From an optimization exercise on the open Yosys and OpenROAD flow, aimed at small area, a short achievable clock period and few clock cycles per item; shortcuts taken in it are not production practice.
Function was checked by simulation only, so behaviour that the tests miss may differ from the original.

File: flow/config.mk
export PLATFORM = sky130hd
export DESIGN_NAME = modsynth
export DESIGN_NICKNAME = modsynth
export VERILOG_FILES = /design/flow/design.v
export SDC_FILE = /design/flow/constraint.sdc
export NUM_CORES = 4
export LEC_CHECK = 0
export ABC_AREA = 1
export CAP_MARGIN = 20
export CORE_MARGIN = 2
export CORE_UTILIZATION = 55
export SLEW_MARGIN = 20
export SYNTH_MEMORY_MAX_BITS = 65536
File: flow/constraint.sdc
create_clock -name core_clock -period 14.0 [get_ports {clk}]
set_input_delay 2.8000 -clock core_clock [delete_from_list [all_inputs] [get_ports {clk}]]
set_output_delay 2.8000 -clock core_clock [all_outputs]
set_load 0.01 [all_outputs]
File: flow/design.v
module modsynth_csa #(parameter W = 8) (
    input  wire [W-1:0] a,
    input  wire [W-1:0] b,
    input  wire [W-1:0] c,
    output wire [W-1:0] s,
    output wire [W-1:0] k
);
    assign s = a ^ b ^ c;
    assign k = {(a[W-2:0] & b[W-2:0]) | (c[W-2:0] & (a[W-2:0] ^ b[W-2:0])), 1'b0};
endmodule
module modsynth_inc #(parameter W = 8) (
    input  wire [W-1:0] a,
    output wire [W-1:0] s
);
    wire [W:0] c;
    assign c[0] = 1'b1;
    genvar i;
    generate
        for (i = 0; i < W; i = i + 1) begin : bit_
            assign s[i]   = a[i] ^ c[i];
            assign c[i+1] = a[i] & c[i];
        end
    endgenerate
endmodule
module modsynth (
    input  wire        clk,
    input  wire        rst,
    input  wire        cmd_valid,
    output wire        cmd_ready,
    input  wire [2:0]  cmd_data,
    output wire        smp_valid,
    input  wire        smp_ready,
    output wire [15:0] smp_data
);
    reg        busy;    
    reg        past0;   
    reg        f2;      
    reg        half;    
    reg        neg;     
    reg        dir;     
    reg  [8:0] x;       
    reg [15:0] g_q;     
    reg [15:0] smp_q;   
    assign cmd_ready = ~busy & ~rst;
    assign smp_valid =  busy & ~rst;
    assign smp_data  = smp_q;
    wire accept = cmd_valid & cmd_ready & (cmd_data[2:1] != 2'b11);
    wire emit   = smp_valid & smp_ready;
    wire last   = past0 & ~dir & (x == (f2 ? 9'd8 : 9'd20));
    wire [3:0]  d     = f2 ? 4'd4 : 4'd10;
    wire [9:0]  t     = {1'b0, x} + {6'd0, d};
    wire        wrap  = dir ? t[9] : (t[8:0] > 9'd499);
    wire [8:0]  tw    = t[8:0] + (dir ? 9'd1 : 9'd24);
    wire [8:0]  x_n   = wrap ? tw : t[8:0];
    wire        dir_n = dir ^ wrap;
    wire        neg_n = neg ^ (wrap & dir);
    wire [8:0]  a     = x ^ {9{dir}};
    wire [5:0] ah = a[8:3];
    wire [2:0] al = a[2:0];
    wire [15:0] tb = (ah[5] ? (ah[4] ? (ah[3] ? (ah[2] ? (ah[1] ? 16'd65532 : (ah[0] ? 16'd65493 : 16'd65408)) : (ah[1] ? (ah[0] ? 16'd65286 : 16'd65125) : (ah[0] ? 16'd64922 : 16'd64678))) : (ah[2] ? (ah[1] ? (ah[0] ? 16'd64392 : 16'd64065) : (ah[0] ? 16'd63696 : 16'd63284)) : (ah[1] ? (ah[0] ? 16'd62840 : 16'd62348) : (ah[0] ? 16'd61826 : 16'd61260)))) : (ah[3] ? (ah[2] ? (ah[1] ? (ah[0] ? 16'd60654 : 16'd60010) : (ah[0] ? 16'd59331 : 16'd58610)) : (ah[1] ? (ah[0] ? 16'd57853 : 16'd57063) : (ah[0] ? 16'd56232 : 16'd55368))) : (ah[2] ? (ah[1] ? (ah[0] ? 16'd54467 : 16'd53535) : (ah[0] ? 16'd52562 : 16'd51567)) : (ah[1] ? (ah[0] ? 16'd50528 : 16'd49462) : (ah[0] ? 16'd48370 : 16'd47242))))) : (ah[4] ? (ah[3] ? (ah[2] ? (ah[1] ? (ah[0] ? 16'd46083 : 16'd44895) : (ah[0] ? 16'd43682 : 16'd42436)) : (ah[1] ? (ah[0] ? 16'd41169 : 16'd39874) : (ah[0] ? 16'd38555 : 16'd37208))) : (ah[2] ? (ah[1] ? (ah[0] ? 16'd35841 : 16'd34448) : (ah[0] ? 16'd33034 : 16'd31596)) : (ah[1] ? (ah[0] ? 16'd30146 : 16'd28672) : (ah[0] ? 16'd27180 : 16'd25672)))) : (ah[3] ? (ah[2] ? (ah[1] ? (ah[0] ? 16'd24145 : 16'd22606) : (ah[0] ? 16'd21049 : 16'd19484)) : (ah[1] ? (ah[0] ? 16'd17902 : 16'd16313) : (ah[0] ? 16'd14712 : 16'd13096))) : (ah[2] ? (ah[1] ? (ah[0] ? 16'd11477 : 16'd9855) : (ah[0] ? 16'd8222 : 16'd6581)) : (ah[1] ? (ah[0] ? 16'd4941 : 16'd3294) : (ah[0] ? 16'd1648 : 16'd0))))));
    wire [7:0] ts = (ah[5] ? (ah[4] ? (ah[3] ? (ah[2] ? (ah[1] ? 8'd1 : (ah[0] ? 8'd5 : 8'd11)) : (ah[1] ? (ah[0] ? 8'd16 : 8'd21) : (ah[0] ? 8'd26 : 8'd31))) : (ah[2] ? (ah[1] ? (ah[0] ? 8'd36 : 8'd41) : (ah[0] ? 8'd46 : 8'd52)) : (ah[1] ? (ah[0] ? 8'd56 : 8'd62) : (ah[0] ? 8'd66 : 8'd71)))) : (ah[3] ? (ah[2] ? (ah[1] ? (ah[0] ? 8'd76 : 8'd81) : (ah[0] ? 8'd85 : 8'd90)) : (ah[1] ? (ah[0] ? 8'd95 : 8'd99) : (ah[0] ? 8'd104 : 8'd108))) : (ah[2] ? (ah[1] ? (ah[0] ? 8'd113 : 8'd117) : (ah[0] ? 8'd122 : 8'd125)) : (ah[1] ? (ah[0] ? 8'd130 : 8'd134) : (ah[0] ? 8'd137 : 8'd141))))) : (ah[4] ? (ah[3] ? (ah[2] ? (ah[1] ? (ah[0] ? 8'd145 : 8'd149) : (ah[0] ? 8'd152 : 8'd156)) : (ah[1] ? (ah[0] ? 8'd159 : 8'd162) : (ah[0] ? 8'd165 : 8'd168))) : (ah[2] ? (ah[1] ? (ah[0] ? 8'd171 : 8'd174) : (ah[0] ? 8'd177 : 8'd180)) : (ah[1] ? (ah[0] ? 8'd182 : 8'd184) : (ah[0] ? 8'd187 : 8'd189)))) : (ah[3] ? (ah[2] ? (ah[1] ? (ah[0] ? 8'd191 : 8'd193) : (ah[0] ? 8'd195 : 8'd196)) : (ah[1] ? (ah[0] ? 8'd198 : 8'd199) : (ah[0] ? 8'd200 : 8'd202))) : (ah[2] ? (ah[1] ? (ah[0] ? 8'd203 : 8'd203) : (ah[0] ? 8'd204 : 8'd205)) : (ah[1] ? (ah[0] ? 8'd205 : 8'd206) : (ah[0] ? 8'd206 : 8'd206))))));
    wire [1:0] tr = (a[8] ? (a[7] ? (a[6] ? (a[5] ? (a[4] ? (a[1] ? (a[0] ? 2'd0 : 2'd0) : (a[0] ? 2'd0 : 2'd0)) : (a[3] ? (a[2] ? (a[1] ? (a[0] ? 2'd0 : 2'd2) : (a[0] ? 2'd2 : 2'd2)) : (a[1] ? (a[0] ? 2'd2 : 2'd2) : (a[0] ? 2'd1 : 2'd0))) : (a[2] ? (a[1] ? (a[0] ? 2'd0 : 2'd1) : (a[0] ? 2'd2 : 2'd3)) : (a[1] ? (a[0] ? 2'd3 : 2'd3) : (a[0] ? 2'd3 : 2'd2))))) : (a[4] ? (a[3] ? (a[2] ? (a[1] ? (a[0] ? 2'd0 : 2'd2) : (a[0] ? 2'd3 : 2'd3)) : (a[1] ? (a[0] ? 2'd3 : 2'd3) : (a[0] ? 2'd3 : 2'd2))) : (a[2] ? (a[1] ? (a[0] ? 2'd0 : 2'd2) : (a[0] ? 2'd2 : 2'd3)) : (a[1] ? (a[0] ? 2'd3 : 2'd3) : (a[0] ? 2'd2 : 2'd2)))) : (a[3] ? (a[2] ? (a[1] ? (a[0] ? 2'd0 : 2'd1) : (a[0] ? 2'd2 : 2'd2)) : (a[1] ? (a[0] ? 2'd2 : 2'd2) : (a[0] ? 2'd1 : 2'd0))) : (a[2] ? (a[1] ? (a[0] ? 2'd0 : 2'd1) : (a[0] ? 2'd2 : 2'd2)) : (a[1] ? (a[0] ? 2'd2 : 2'd1) : (a[0] ? 2'd1 : 2'd0)))))) : (a[5] ? (a[4] ? (a[3] ? (a[2] ? (a[1] ? (a[0] ? 2'd0 : 2'd1) : (a[0] ? 2'd1 : 2'd2)) : (a[1] ? (a[0] ? 2'd2 : 2'd1) : (a[0] ? 2'd1 : 2'd0))) : (a[2] ? (a[1] ? (a[0] ? 2'd0 : 2'd2) : (a[0] ? 2'd2 : 2'd2)) : (a[1] ? (a[0] ? 2'd2 : 2'd2) : (a[0] ? 2'd1 : 2'd0)))) : (a[3] ? (a[2] ? (a[1] ? (a[0] ? 2'd1 : 2'd2) : (a[0] ? 2'd2 : 2'd3)) : (a[1] ? (a[0] ? 2'd3 : 2'd2) : (a[0] ? 2'd1 : 2'd0))) : (a[2] ? (a[1] ? (a[0] ? 2'd0 : 2'd1) : (a[0] ? 2'd2 : 2'd3)) : (a[1] ? (a[0] ? 2'd3 : 2'd3) : (a[0] ? 2'd3 : 2'd2))))) : (a[4] ? (a[3] ? (a[2] ? (a[1] ? (a[0] ? 2'd1 : 2'd2) : (a[0] ? 2'd3 : 2'd3)) : (a[1] ? (a[0] ? 2'd3 : 2'd2) : (a[0] ? 2'd1 : 2'd0))) : (a[2] ? (a[1] ? (a[0] ? 2'd0 : 2'd1) : (a[0] ? 2'd2 : 2'd3)) : (a[1] ? (a[0] ? 2'd3 : 2'd3) : (a[0] ? 2'd3 : 2'd2)))) : (a[3] ? (a[2] ? (a[1] ? (a[0] ? 2'd1 : 2'd1) : (a[0] ? 2'd2 : 2'd2)) : (a[1] ? (a[0] ? 2'd2 : 2'd2) : (a[0] ? 2'd1 : 2'd0))) : (a[2] ? (a[1] ? (a[0] ? 2'd1 : 2'd1) : (a[0] ? 2'd2 : 2'd2)) : (a[1] ? (a[0] ? 2'd2 : 2'd1) : (a[0] ? 2'd1 : 2'd0))))))) : (a[6] ? (a[5] ? (a[4] ? (a[3] ? (a[2] ? (a[1] ? (a[0] ? 2'd0 : 2'd1) : (a[0] ? 2'd1 : 2'd2)) : (a[1] ? (a[0] ? 2'd2 : 2'd2) : (a[0] ? 2'd1 : 2'd0))) : (a[2] ? (a[1] ? (a[0] ? 2'd0 : 2'd0) : (a[0] ? 2'd2 : 2'd2)) : (a[1] ? (a[0] ? 2'd2 : 2'd2) : (a[0] ? 2'd2 : 2'd0)))) : (a[3] ? (a[2] ? (a[1] ? (a[0] ? 2'd1 : 2'd2) : (a[0] ? 2'd2 : 2'd2)) : (a[1] ? (a[0] ? 2'd2 : 2'd2) : (a[0] ? 2'd0 : 2'd0))) : (a[2] ? (a[1] ? (a[0] ? 2'd1 : 2'd2) : (a[0] ? 2'd2 : 2'd2)) : (a[1] ? (a[0] ? 2'd2 : 2'd2) : (a[0] ? 2'd1 : 2'd0))))) : (a[4] ? (a[3] ? (a[2] ? (a[1] ? (a[0] ? 2'd0 : 2'd1) : (a[0] ? 2'd2 : 2'd2)) : (a[1] ? (a[0] ? 2'd2 : 2'd2) : (a[0] ? 2'd1 : 2'd1))) : (a[2] ? (a[1] ? (a[0] ? 2'd1 : 2'd2) : (a[0] ? 2'd2 : 2'd2)) : (a[1] ? (a[0] ? 2'd1 : 2'd2) : (a[0] ? 2'd0 : 2'd0)))) : (a[3] ? (a[2] ? (a[1] ? (a[0] ? 2'd0 : 2'd1) : (a[0] ? 2'd1 : 2'd2)) : (a[1] ? (a[0] ? 2'd2 : 2'd2) : (a[0] ? 2'd1 : 2'd0))) : (a[2] ? (a[1] ? (a[0] ? 2'd1 : 2'd2) : (a[0] ? 2'd2 : 2'd2)) : (a[1] ? (a[0] ? 2'd2 : 2'd2) : (a[0] ? 2'd1 : 2'd0)))))) : (a[5] ? (a[4] ? (a[3] ? (a[2] ? (a[1] ? (a[0] ? 2'd0 : 2'd1) : (a[0] ? 2'd1 : 2'd2)) : (a[1] ? (a[0] ? 2'd2 : 2'd2) : (a[0] ? 2'd2 : 2'd1))) : (a[2] ? (a[1] ? (a[0] ? 2'd0 : 2'd1) : (a[0] ? 2'd1 : 2'd2)) : (a[1] ? (a[0] ? 2'd2 : 2'd2) : (a[0] ? 2'd1 : 2'd0)))) : (a[3] ? (a[2] ? (a[1] ? (a[0] ? 2'd0 : 2'd1) : (a[0] ? 2'd2 : 2'd3)) : (a[1] ? (a[0] ? 2'd3 : 2'd3) : (a[0] ? 2'd3 : 2'd2))) : (a[2] ? (a[1] ? (a[0] ? 2'd1 : 2'd2) : (a[0] ? 2'd2 : 2'd2)) : (a[1] ? (a[0] ? 2'd2 : 2'd2) : (a[0] ? 2'd0 : 2'd0))))) : (a[4] ? (a[3] ? (a[2] ? (a[1] ? (a[0] ? 2'd0 : 2'd1) : (a[0] ? 2'd2 : 2'd3)) : (a[1] ? (a[0] ? 2'd3 : 2'd3) : (a[0] ? 2'd3 : 2'd2))) : (a[2] ? (a[1] ? (a[0] ? 2'd0 : 2'd1) : (a[0] ? 2'd2 : 2'd3)) : (a[1] ? (a[0] ? 2'd3 : 2'd3) : (a[0] ? 2'd3 : 2'd2)))) : (a[3] ? (a[2] ? (a[1] ? (a[0] ? 2'd1 : 2'd2) : (a[0] ? 2'd2 : 2'd2)) : (a[1] ? (a[0] ? 2'd2 : 2'd1) : (a[0] ? 2'd1 : 2'd0))) : (a[2] ? (a[1] ? (a[0] ? 2'd1 : 2'd1) : (a[0] ? 2'd2 : 2'd2)) : (a[1] ? (a[0] ? 2'd2 : 2'd1) : (a[0] ? 2'd1 : 2'd0)))))))) : (a[7] ? (a[6] ? (a[5] ? (a[4] ? (a[3] ? (a[2] ? (a[1] ? (a[0] ? 2'd0 : 2'd2) : (a[0] ? 2'd2 : 2'd2)) : (a[1] ? (a[0] ? 2'd2 : 2'd2) : (a[0] ? 2'd1 : 2'd1))) : (a[2] ? (a[1] ? (a[0] ? 2'd0 : 2'd1) : (a[0] ? 2'd1 : 2'd2)) : (a[1] ? (a[0] ? 2'd2 : 2'd2) : (a[0] ? 2'd2 : 2'd2)))) : (a[3] ? (a[2] ? (a[1] ? (a[0] ? 2'd1 : 2'd1) : (a[0] ? 2'd2 : 2'd2)) : (a[1] ? (a[0] ? 2'd2 : 2'd1) : (a[0] ? 2'd1 : 2'd0))) : (a[2] ? (a[1] ? (a[0] ? 2'd0 : 2'd1) : (a[0] ? 2'd2 : 2'd2)) : (a[1] ? (a[0] ? 2'd2 : 2'd2) : (a[0] ? 2'd2 : 2'd2))))) : (a[4] ? (a[3] ? (a[2] ? (a[1] ? (a[0] ? 2'd0 : 2'd1) : (a[0] ? 2'd1 : 2'd2)) : (a[1] ? (a[0] ? 2'd2 : 2'd2) : (a[0] ? 2'd1 : 2'd1))) : (a[2] ? (a[1] ? (a[0] ? 2'd1 : 2'd1) : (a[0] ? 2'd2 : 2'd2)) : (a[1] ? (a[0] ? 2'd2 : 2'd1) : (a[0] ? 2'd1 : 2'd0)))) : (a[3] ? (a[2] ? (a[1] ? (a[0] ? 2'd0 : 2'd1) : (a[0] ? 2'd1 : 2'd1)) : (a[1] ? (a[0] ? 2'd1 : 2'd1) : (a[0] ? 2'd0 : 2'd0))) : (a[2] ? (a[1] ? (a[0] ? 2'd1 : 2'd2) : (a[0] ? 2'd2 : 2'd2)) : (a[1] ? (a[0] ? 2'd2 : 2'd1) : (a[0] ? 2'd1 : 2'd0)))))) : (a[5] ? (a[4] ? (a[3] ? (a[2] ? (a[1] ? (a[0] ? 2'd0 : 2'd1) : (a[0] ? 2'd1 : 2'd1)) : (a[1] ? (a[0] ? 2'd1 : 2'd1) : (a[0] ? 2'd0 : 2'd0))) : (a[2] ? (a[1] ? (a[0] ? 2'd0 : 2'd1) : (a[0] ? 2'd1 : 2'd1)) : (a[1] ? (a[0] ? 2'd1 : 2'd1) : (a[0] ? 2'd0 : 2'd0)))) : (a[3] ? (a[2] ? (a[1] ? (a[0] ? 2'd0 : 2'd0) : (a[0] ? 2'd1 : 2'd1)) : (a[1] ? (a[0] ? 2'd1 : 2'd1) : (a[0] ? 2'd1 : 2'd0))) : (a[2] ? (a[1] ? (a[0] ? 2'd0 : 2'd1) : (a[0] ? 2'd1 : 2'd2)) : (a[1] ? (a[0] ? 2'd2 : 2'd2) : (a[0] ? 2'd2 : 2'd2))))) : (a[4] ? (a[3] ? (a[2] ? (a[1] ? (a[0] ? 2'd0 : 2'd0) : (a[0] ? 2'd1 : 2'd1)) : (a[1] ? (a[0] ? 2'd1 : 2'd1) : (a[0] ? 2'd0 : 2'd0))) : (a[2] ? (a[1] ? (a[0] ? 2'd1 : 2'd2) : (a[0] ? 2'd2 : 2'd2)) : (a[1] ? (a[0] ? 2'd2 : 2'd1) : (a[0] ? 2'd1 : 2'd0)))) : (a[3] ? (a[2] ? (a[1] ? (a[0] ? 2'd0 : 2'd0) : (a[0] ? 2'd1 : 2'd0)) : (a[1] ? (a[0] ? 2'd1 : 2'd1) : (a[0] ? 2'd1 : 2'd1))) : (a[2] ? (a[1] ? (a[0] ? 2'd0 : 2'd0) : (a[0] ? 2'd1 : 2'd0)) : (a[1] ? (a[0] ? 2'd1 : 2'd1) : (a[0] ? 2'd1 : 2'd0))))))) : (a[6] ? (a[5] ? (a[4] ? (a[3] ? (a[2] ? (a[1] ? (a[0] ? 2'd0 : 2'd1) : (a[0] ? 2'd1 : 2'd2)) : (a[1] ? (a[0] ? 2'd2 : 2'd2) : (a[0] ? 2'd1 : 2'd2))) : (a[2] ? (a[1] ? (a[0] ? 2'd0 : 2'd0) : (a[0] ? 2'd1 : 2'd1)) : (a[1] ? (a[0] ? 2'd1 : 2'd1) : (a[0] ? 2'd1 : 2'd1)))) : (a[3] ? (a[2] ? (a[1] ? (a[0] ? 2'd0 : 2'd1) : (a[0] ? 2'd1 : 2'd2)) : (a[1] ? (a[0] ? 2'd2 : 2'd2) : (a[0] ? 2'd2 : 2'd2))) : (a[2] ? (a[1] ? (a[0] ? 2'd1 : 2'd1) : (a[0] ? 2'd1 : 2'd1)) : (a[1] ? (a[0] ? 2'd1 : 2'd1) : (a[0] ? 2'd1 : 2'd0))))) : (a[4] ? (a[3] ? (a[2] ? (a[1] ? (a[0] ? 2'd0 : 2'd0) : (a[0] ? 2'd1 : 2'd1)) : (a[1] ? (a[0] ? 2'd1 : 2'd1) : (a[0] ? 2'd1 : 2'd1))) : (a[2] ? (a[1] ? (a[0] ? 2'd0 : 2'd1) : (a[0] ? 2'd1 : 2'd1)) : (a[1] ? (a[0] ? 2'd1 : 2'd1) : (a[0] ? 2'd0 : 2'd1)))) : (a[3] ? (a[2] ? (a[1] ? (a[0] ? 2'd1 : 2'd1) : (a[0] ? 2'd1 : 2'd1)) : (a[1] ? (a[0] ? 2'd1 : 2'd0) : (a[0] ? 2'd0 : 2'd0))) : (a[2] ? (a[1] ? (a[0] ? 2'd0 : 2'd1) : (a[0] ? 2'd1 : 2'd1)) : (a[1] ? (a[0] ? 2'd2 : 2'd2) : (a[0] ? 2'd2 : 2'd2)))))) : (a[5] ? (a[4] ? (a[3] ? (a[2] ? (a[1] ? (a[0] ? 2'd0 : 2'd1) : (a[0] ? 2'd1 : 2'd2)) : (a[1] ? (a[0] ? 2'd1 : 2'd2) : (a[0] ? 2'd2 : 2'd2))) : (a[2] ? (a[1] ? (a[0] ? 2'd1 : 2'd1) : (a[0] ? 2'd1 : 2'd1)) : (a[1] ? (a[0] ? 2'd0 : 2'd1) : (a[0] ? 2'd0 : 2'd0)))) : (a[3] ? (a[2] ? (a[1] ? (a[0] ? 2'd0 : 2'd0) : (a[0] ? 2'd0 : 2'd0)) : (a[1] ? (a[0] ? 2'd0 : 2'd0) : (a[0] ? 2'd0 : 2'd0))) : (a[2] ? (a[1] ? (a[0] ? 2'd0 : 2'd1) : (a[0] ? 2'd1 : 2'd1)) : (a[1] ? (a[0] ? 2'd1 : 2'd1) : (a[0] ? 2'd1 : 2'd1))))) : (a[4] ? (a[3] ? (a[2] ? (a[1] ? (a[0] ? 2'd1 : 2'd1) : (a[0] ? 2'd1 : 2'd1)) : (a[1] ? (a[0] ? 2'd0 : 2'd1) : (a[0] ? 2'd0 : 2'd0))) : (a[2] ? (a[1] ? (a[0] ? 2'd0 : 2'd0) : (a[0] ? 2'd0 : 2'd0)) : (a[1] ? (a[0] ? 2'd0 : 2'd0) : (a[0] ? 2'd0 : 2'd1)))) : (a[3] ? (a[2] ? (a[1] ? (a[0] ? 2'd0 : 2'd0) : (a[0] ? 2'd0 : 2'd0)) : (a[1] ? (a[0] ? 2'd0 : 2'd0) : (a[0] ? 2'd0 : 2'd0))) : (a[2] ? (a[1] ? (a[0] ? 2'd0 : 2'd0) : (a[0] ? 2'd0 : 2'd0)) : (a[1] ? (a[0] ? 2'd0 : 2'd0) : (a[0] ? 2'd0 : 2'd0)))))))));
    wire [16:0] p0 = {9'd0, ts & {8{al[0]}}};
    wire [16:0] p1 = {8'd0, ts & {8{al[1]}}, 1'b0};
    wire [16:0] p2 = {7'd0, ts & {8{al[2]}}, 2'b0};
    wire [16:0] p3 = {14'd0, tr, 1'b0};
    wire [16:0] s1, k1, s2, k2, s3, k3;
    modsynth_csa #(17) u_c1 ({1'b0, tb}, p0, p1, s1, k1);
    modsynth_csa #(17) u_c2 (s1, k1, p2, s2, k2);
    modsynth_csa #(17) u_c3 (s2, k2, p3, s3, k3);
    wire [16:0] f2x = s3 + k3;
    wire [14:0] f   = f2x[15:1];
    wire [15:0] g  = neg ? ~{1'b0, f} : {1'b0, f};
    wire [15:0] gs = half ? {g_q[15], g_q[15:1]} : g_q;
    wire [16:0] r;
    modsynth_inc #(17) u_inc ({gs[15], gs}, r);
    wire [15:0] word = r[16:1];
    always @(posedge clk) begin
        if (rst)
            busy <= 1'b0;
        else if (accept)
            busy <= 1'b1;
        else if (emit && last)
            busy <= 1'b0;
    end
    always @(posedge clk) begin
        if (accept) begin
            f2    <= (cmd_data == 3'b010);
            half  <= (cmd_data == 3'b000);
            neg   <= (cmd_data == 3'b100);
            dir   <= 1'b0;
            x     <= (cmd_data == 3'b010) ? 9'd8 : 9'd20;
            past0 <= 1'b0;
            g_q   <= (cmd_data == 3'b010) ? 16'd412 :
                     (cmd_data == 3'b100) ? ~16'd1030 : 16'd1030;
            smp_q <= 16'd0;
        end else if (emit) begin
            x     <= x_n;
            dir   <= dir_n;
            neg   <= neg_n;
            past0 <= 1'b1;
            g_q   <= g;
            smp_q <= word;
        end
    end
endmodule
File: flow/flow/run.sh
#!/bin/bash
# The standard layout (the standard.sh: ORFS synthesis to finish, unchanged
# scripts and constraints) with three knobs changed for a shorter achieved
# period: the ports get buf_2 buffers (not delay buffers), sizing may swap
# cells of different footprints, and the timing repair aims at a setup slack
# of 7.8 ns.
set -euo pipefail
bash standard.sh SETUP_SLACK_MARGIN=7.8 MATCH_CELL_FOOTPRINT=0 \
    "BUFFER_PORTS_ARGS=-buffer_cell sky130_fd_sc_hd__buf_2" finish > standard.log 2>&1
File: flow/standard.sh
#!/bin/bash
# synth_recipe.tcl (not shown) runs the flow's synth.tcl, then flattens the netlist and writes it again
# the make line also repeats each setting of config.mk as NAME=value (left out here)
make -C /OpenROAD-flow-scripts/flow DESIGN_CONFIG=/design/flow/config.mk WORK_HOME=/design/flow/orfs CLKGATE_MAP_FILE= SYNTH_SCRIPT=/design/flow/synth_recipe.tcl "${@:-finish}"
==> reports/qor.txt, run 1 <==
Detailed Place HPWL: 16.6 mm
highest routed layer: met4
synthesized flop and latch total: 47
Fmax: 0.167 GHz
Setup violations, final: 0
RSZ-0062 raised after global routing: false
Bufs and invs on worst path: 4
Fin Hold WS: 0.461 ns
initial antenna violation count: 0
Area contributors post-synth: nand2_1 (17%), edfxtp_1 (12%), ha_1 (12%)
GRT Total Usage: 0.338
maximum fanout along the worst path: 2
final wirelength: 22.7 mm
# placed instances: 1231
post-synthesis cell area: 6830 sq um
post-route minimum period: 5.99 ns
WL met2: 9.75 mm
Ys Warns: 1
Routed Antenna Nets: 0
via count of the first global-routing pass: 6686
first drt pass iteration count: 6
synth unique cells: 54
commonest non-fill, non-tap cell in the layout: nand2_1
CTS Root Cell: clkbuf_16
Worst Clk Skew: 0.00561 ns
Slew headroom: 0.369
WP data required: 11.20 ns
Core Util, Final: 0.610
asr flop ratio synth: 0
Clock Path Buffers: 2
final-report hold violation count: 0
number of max-cap violations: 0
period utilization: 0.428
M1 wire length: 10.3 mm
most frequent cells in the layout: nand2_1 (315), inv_1 (111), nor2_1 (97)
Pins Over Slew Limit: 0
Critical Path Slowest Stage Cell: buf_2
Arrival @ worst endpoint: 3.19 ns
via density per instance: 5.96
Post-synth EDFFs: 28
share of layout cells above drive strength 1: 0.0829
worst-margin pin slew: 0.940 ns
R2R cell count: 29
hold path depth: 2
Setup WS pre-CTS: 7.43 ns
Hold Buf Count CTS: 0
CTS tree: yes
Avg Inst Size Synth: 6.33 sq um
Setup crit end kind: primary output
Core Box Area: 12100 sq um
Clock Latency Late Sink: 0.29 ns
Post-synth top flop: edfxtp_1
gp weighted congestion: 1.04
# diodes: 0
CP peak stage delay: 0.12 ns
post-synthesis instance total: 1078
H-tree Lvls: 2
Die Wd: 115 microns
Reg clk slew, reported paths: 0.07 ns
met3 routed WL: 2.09 mm
Area Overhead vs Synth: 7.75%
CTS sink cnt: 47
Synth Net Count: 1169
critical path type: primary input to primary output
Initial Utilization: 0.566
grt ovf: 0
largest net degree at the start of global routing: 51
top cell type by total area after synthesis: nand2_1
Rows: 40
Top Family by Delay on Critical Path: buffers and inverters
Crit path depth: 5
IO buf count: 24
Synth top area share: 0.175
vias: 7463
Die Height: 115 microns
final std cells w/o fill: 1253
IO Pins: 25
HP Class: flop to flop
initial DRC count: 994
final worst slack: 8.01 ns
crit-path cells: buf_2 > inv_1 > nand2_1 > inv_1 > buf_2
Avg WL per Cell: 18.1 microns
DRC Markers: 0
die area: 13300 sq um
register area share after synthesis: 0.179
first-pass GRT wire length: 35.4 mm
run status: no timing/DRC/antenna violations
Startpoint Class: primary input
setup TNS: 0 ns
NumNets Final: 1175
Inserted Clock Buffers: 5
-- kinds of logic (layout without fill, tap and decap cells) --
family / Yosys count / count (layout) / synth area share
and+or+nand+nor: 556 / 558 / 0.342
AOI/OAI and AO/OA: 200 / 200 / 0.169
buffers and inverters: 165 / 170 / 0.0999
adders and majority gates: 84 / 84 / 0.174
DFF: 47 / 47 / 0.179
xor gates and xnor gates: 25 / 25 / 0.0343
muxes: 1 / 1 / 0.00165
-- cells in the mapped netlist (2+ instances only) --
library cell	count
nand2_1	318
inv_1	111
nor2_1	97
nand3_1	95
o21ai_0	68
a21oi_1	67
ha_1	66
edfxtp_1	28
buf_2	19
dfxtp_1	19
fa_1	18
o211ai_1	17
clkbuf_1	15
xor2_1	15
nor3_1	13
nand2_2	11
nand4_1	9
o21ai_1	8
xnor2_1	8
inv_2	7
a31oi_1	5
o22ai_1	5
buf_4	4
o31ai_1	4
a221oi_1	3
a22oi_1	3
buf_1	3
buf_6	3
nor2_2	3
o221ai_1	3
o311ai_0	3
a211oi_1	2
a21boi_0	2
clkinv_1	2
nor2_4	2
nor4_1	2
o2111ai_1	2
xor2_2	2
-- area by class of cell --
type / instances / area [sq um]
Multi-Input combinational cell: 868 / 5000
Timing Repair Buffer: 42 / 259
Fill cell: 1243 / 4710
Inverter: 120 / 469
Tap cell: 168 / 210
Clock inverter: 2 / 60.1
Sequential cell: 47 / 1220
Clock buffer: 6 / 129
-- flip-flops by register name (all words and copies together) (netlist names) --
register	cells
dir	1
x	9
f2	1
half	1
neg	1
busy	1
g_q	16
past0	1
smp_q	16
-- per-layer routing --
metal / GRT usage / vias to the layer above
li1: - / 3601
met1: 0.499 / 3426
met2: 0.513 / 382
met3: 0.0528 / 54
met4: 0.0932 / 0
met5: 0 / -
-- worst reg2reg max path, delay by kind of cell, from the launching register on --
family / cells / cell delay, ns
flops: 1 / 0.49
fa+ha+maj: 5 / 2.13
buf+inv: 6 / 0.85
compound gates: 2 / 0.42
simple gates: 16 / 1.70
-- final timing paths --
kind | startpoint | slack (ns) | endpoint
max | rst | 8.01 | smp_valid
min | smp_q[12]$_SDFFE_PP0P_ | 0.46 | smp_q[12]$_SDFFE_PP0P_
max reg2reg | x[5]$_SDFFCE_PP0P_ | 8.17 | g_q[13]$_DFFE_PP_
min reg2reg | smp_q[12]$_SDFFE_PP0P_ | 0.46 | smp_q[12]$_SDFFE_PP0P_
-- timing repair --
| item | in CTS | in global routing |
|---|---|---|
| pin swaps | 0 | 2 |
| buffers inserted | 0 | 12 |
| hold endpoints to repair | 0 | 0 |
| gates resized for setup | 2 | 23 |
| setup endpoints to repair | 5 | 5 |
| cloned | 0 | 2 |
-- per-stage QoR --
stage | cell area (sq um)
3_5_place_dp | 6970
2_1_floorplan | 6830
4_1_cts | 7170
3_3_place_gp | 6970
5_1_grt | 7360
6_report | 7360
Testbench counts, summed over its fixed seeds: cycles 128,128, items 128,000.
==> inputs of run 2 (changes only) <==
--- a/flow/config.mk
+++ b/flow/config.mk
@@ -10,3 +10,3 @@
 export CORE_MARGIN = 2
-export CORE_UTILIZATION = 55
+export CORE_UTILIZATION = 70
 export SLEW_MARGIN = 20
==> reports/qor.txt, run 2 <==
synth unique cells: 54 (unchanged)
Arrival @ worst endpoint: 3.18 ns (about the same)
reg-to-reg slack, setup: 8.17 ns (about the same)
Die Height: 103 microns (-11%)
Routed Antenna Nets: 0 (unchanged)
CP peak stage delay: 0.12 ns (about the same)
H-tree Lvls: 2 (unchanged)
Critical Path Slowest Stage Cell: buf_2
synthesized flop and latch total: 47 (unchanged)
HP Class: flop to flop
share of layout cells above drive strength 1: 0.0807 (-0.00224)
CTS tree: yes
Core Util, Final: 0.746 (+0.136)
Clock Path Buffers: 2 (unchanged)
post-synthesis cell area: 6830 sq um (unchanged)
Reg clk slew, reported paths: 0.09 ns (+0.02 ns)
NumNets Final: 1168 (-0.60%)
hold worst-path end: smp_q[5]$_SDFFE_PP0P_
Avg Inst Size Synth: 6.33 sq um (unchanged)
number of max-cap violations: 0 (unchanged)
commonest non-fill, non-tap cell in the layout: nand2_1
layout filler cell count: 803 (-35%)
worst-margin pin slew: 0.904 ns (-0.0368 ns)
first-pass GRT wire length: 34.7 mm (-1.9%)
min-delay src: smp_q[5]$_SDFFE_PP0P_
IO Pins: 25 (unchanged)
Post-synth top flop: edfxtp_1
Bufs and invs on worst path: 4 (unchanged)
die area: 10600 sq um (-21%)
Clock Latency Late Sink: 0.31 ns (+0.02 ns)
Setup crit end kind: primary output
Area contributors post-synth: nand2_1 (17%), edfxtp_1 (12%), ha_1 (12%)
asr flop ratio synth: 0 (unchanged)
Area Overhead vs Synth: 5.28%
IO buf count: 24 (unchanged)
WP data required: 11.20 ns (about the same)
via density per instance: 6.49 (+9.0%)
Slew headroom: 0.396 (+0.0273)
initial DRC count: 1055 (+6.1%)
largest net degree at the start of global routing: 51 (unchanged)
Detailed Place HPWL: 16.3 mm (-1.8%)
Fmax: 0.167 GHz (about the same)
run status: no timing/DRC/antenna violations
hold path depth: 2 (unchanged)
Largest regs: g_q (16), smp_q (16), x (9)
Pins Over Slew Limit: 0 (unchanged)
Synth top area share: 0.175 (unchanged)
Post-synth top cells: nand2_1 (318), inv_1 (111), nor2_1 (97)
critical path type: primary input to primary output
Core Box Area: 9640 sq um (-20%)
first drt pass iteration count: 9 (+3)
GRT Total Usage: 0.420 (+0.0816)
via count of the first global-routing pass: 7010 (+4.8%)
most frequent cells in the layout: nand2_1 (313), inv_1 (111), nor2_1 (97)
CTS Root Cell: clkbuf_8
post-route minimum period: 5.98 ns (-0.00145 ns)
Post-synth EDFFs: 28 (unchanged)
Initial Utilization: 0.708 (+0.142)
grt ovf: 0 (unchanged)
final worst slack: 8.02 ns (+0.00145 ns)
worst reg2reg path startpoint: x[7]$_SDFFCE_PP0P_
Startpoint Class: primary input
Die Wd: 103 microns (-11%)
period utilization: 0.427 (about the same)
Avg WL per Cell: 18.5 microns (+1.9%)
CTS sink cnt: 47 (unchanged)
setup TNS: 0 ns (unchanged)
top-count cell post-synth: nand2_1
Hold Buf Count CTS: 0 (unchanged)
reg2reg end: g_q[13]$_DFFE_PP_
initial antenna violation count: 0 (unchanged)
vias: 7862 (+5.3%)
DRC Markers: 0 (unchanged)
maximum fanout along the worst path: 2 (unchanged)
Rows: 36 (-10%)
Setup violations, final: 0 (unchanged)
top cell type by total area after synthesis: nand2_1
Top Family by Delay on Critical Path: buffers and inverters
post-synthesis instance total: 1078 (unchanged)
crit-path cells: buf_2 > inv_1 > nand2_1 > inv_1 > buf_2
gp weighted congestion: 1.05 (+1.5%)
R2R cell count: 29 (unchanged)
final-report hold violation count: 0 (unchanged)
Inserted Clock Buffers: 5 (unchanged)
register area share after synthesis: 0.179 (unchanged)
# diodes: 0 (unchanged)
Synth Net Count: 1169 (unchanged)
RSZ-0062 raised after global routing: false
Worst Clk Skew: 0.0158 ns (+0.0102 ns)
final wirelength: 22.4 mm (-1.5%)
Setup WS pre-CTS: 7.48 ns (+0.0497 ns)
Ys Warns: 1 (unchanged)
==> run 2: cell families (layout without fill, tap and decap cells) <==
family / count (synthesis) / count (layout) / synth area share
AND/OR/NAND/NOR: 556 / 558 / 0.342
AO/OA/AOI/OAI: 200 / 200 / 0.169
buffers and inverters: 165 / 163 / 0.0999
adder cells (fa/ha/maj): 84 / 84 / 0.174
flip-flops: 47 / 47 / 0.179
XOR/XNOR: 25 / 25 / 0.0343
multiplexers: 1 / 1 / 0.00165
==> run 2: layout make-up <==
cell class | count | area [sq um] | share of cell area
multi-input combinational | 868 | 5010 | 0.697
sequential | 47 | 1220 | 0.170
inverter | 120 | 468 | 0.0651
timing repair buffer | 35 | 209 | 0.0291
tap | 133 | 166 | 0.0232
clock buffer | 6 | 93.8 | 0.0131
clock inverter | 2 | 13.8 | 0.00192
==> run 2: how the worst max path moves through the flow <==
stage / from / end / slack, ns / cells past startpoint
after CTS: x[4]$_DFFE_PP_ / g_q[13]$_DFFE_PP_ / 7.84 / 31
after global routing: x[4]$_DFFE_PP_ / g_q[13]$_DFFE_PP_ / 7.81 / 31
after floorplan: rst / cmd_ready / 8.21 / 1
after global placement: dir$_SDFFE_PP0P_ / g_q[13]$_DFFE_PP_ / 7.69 / 30
final: rst / smp_valid / 8.02 / 5
after detailed placement: dir$_SDFFE_PP0P_ / g_q[13]$_DFFE_PP_ / 7.48 / 30
==> run 2: per-stage QoR <==
stage,instance area [sq um],instances,hold slack (ns)
finish,7190,1211,0.465
detailed placement,6930,1196,0.453
global placement,6930,1196,0.449
CTS,7040,1204,0.467
global route,7190,1211,0.484
floorplan,6830,1078,0.447
==> run 2: worst register-to-register path: cells and delay by family, from the launching register on <==
kind,cells,cell delay (ns)
buf+inv,7,1.13
compound gates,1,0.20
flops,1,0.50
xor+xnor,1,0.16
fa+ha+maj,5,2.15
simple gates,15,1.46
==> run 2: timing repair <==
item                       CTS  global route
gates resized for setup      2            27
pin swaps                    0             3
setup buffers                0             5
cloned                       0             2
setup endpoints to repair    3             4
==> run 2: routing by layer <==
metal,part of all wire,wire length (microns),global-route usage
met4,0.054,1200,0.168
met3,0.14,3130,0.106
met5,0,0,0
met2,0.43,9640,0.646
met1,0.38,8420,0.567

separate check: timing with driven ports:
The results above use ideal ports. As a check the final layouts listed here were re-extracted and re-timed, cells and wires unchanged. Step 1: set_driving_cell puts a clkbuf_16 on clk and a buf_2 on each other input, an assumption about the parent block. Step 2 adds t to the input delays and takes it off the output delays; t is the mean of the earliest and latest rising clock arrival at the registers after step 1. Input paths then give back, and output paths get back, about the clock's delay inside the block. a / b / c = no drivers / after step 1 / after step 2; a / b = the first two.
run	t, ns	setup slack, ns	worst data-port slew with drivers (ns)
run 1	0.321	8.014 / 7.994 / 7.994	0.03
run 2	0.330	8.016 / 7.993 / 7.993	0.03
After both steps every run listed still meets setup and hold. For run 2, which loses most, drivers alone change the setup slack by -0.023 ns; drivers and shift together by -0.023 ns.
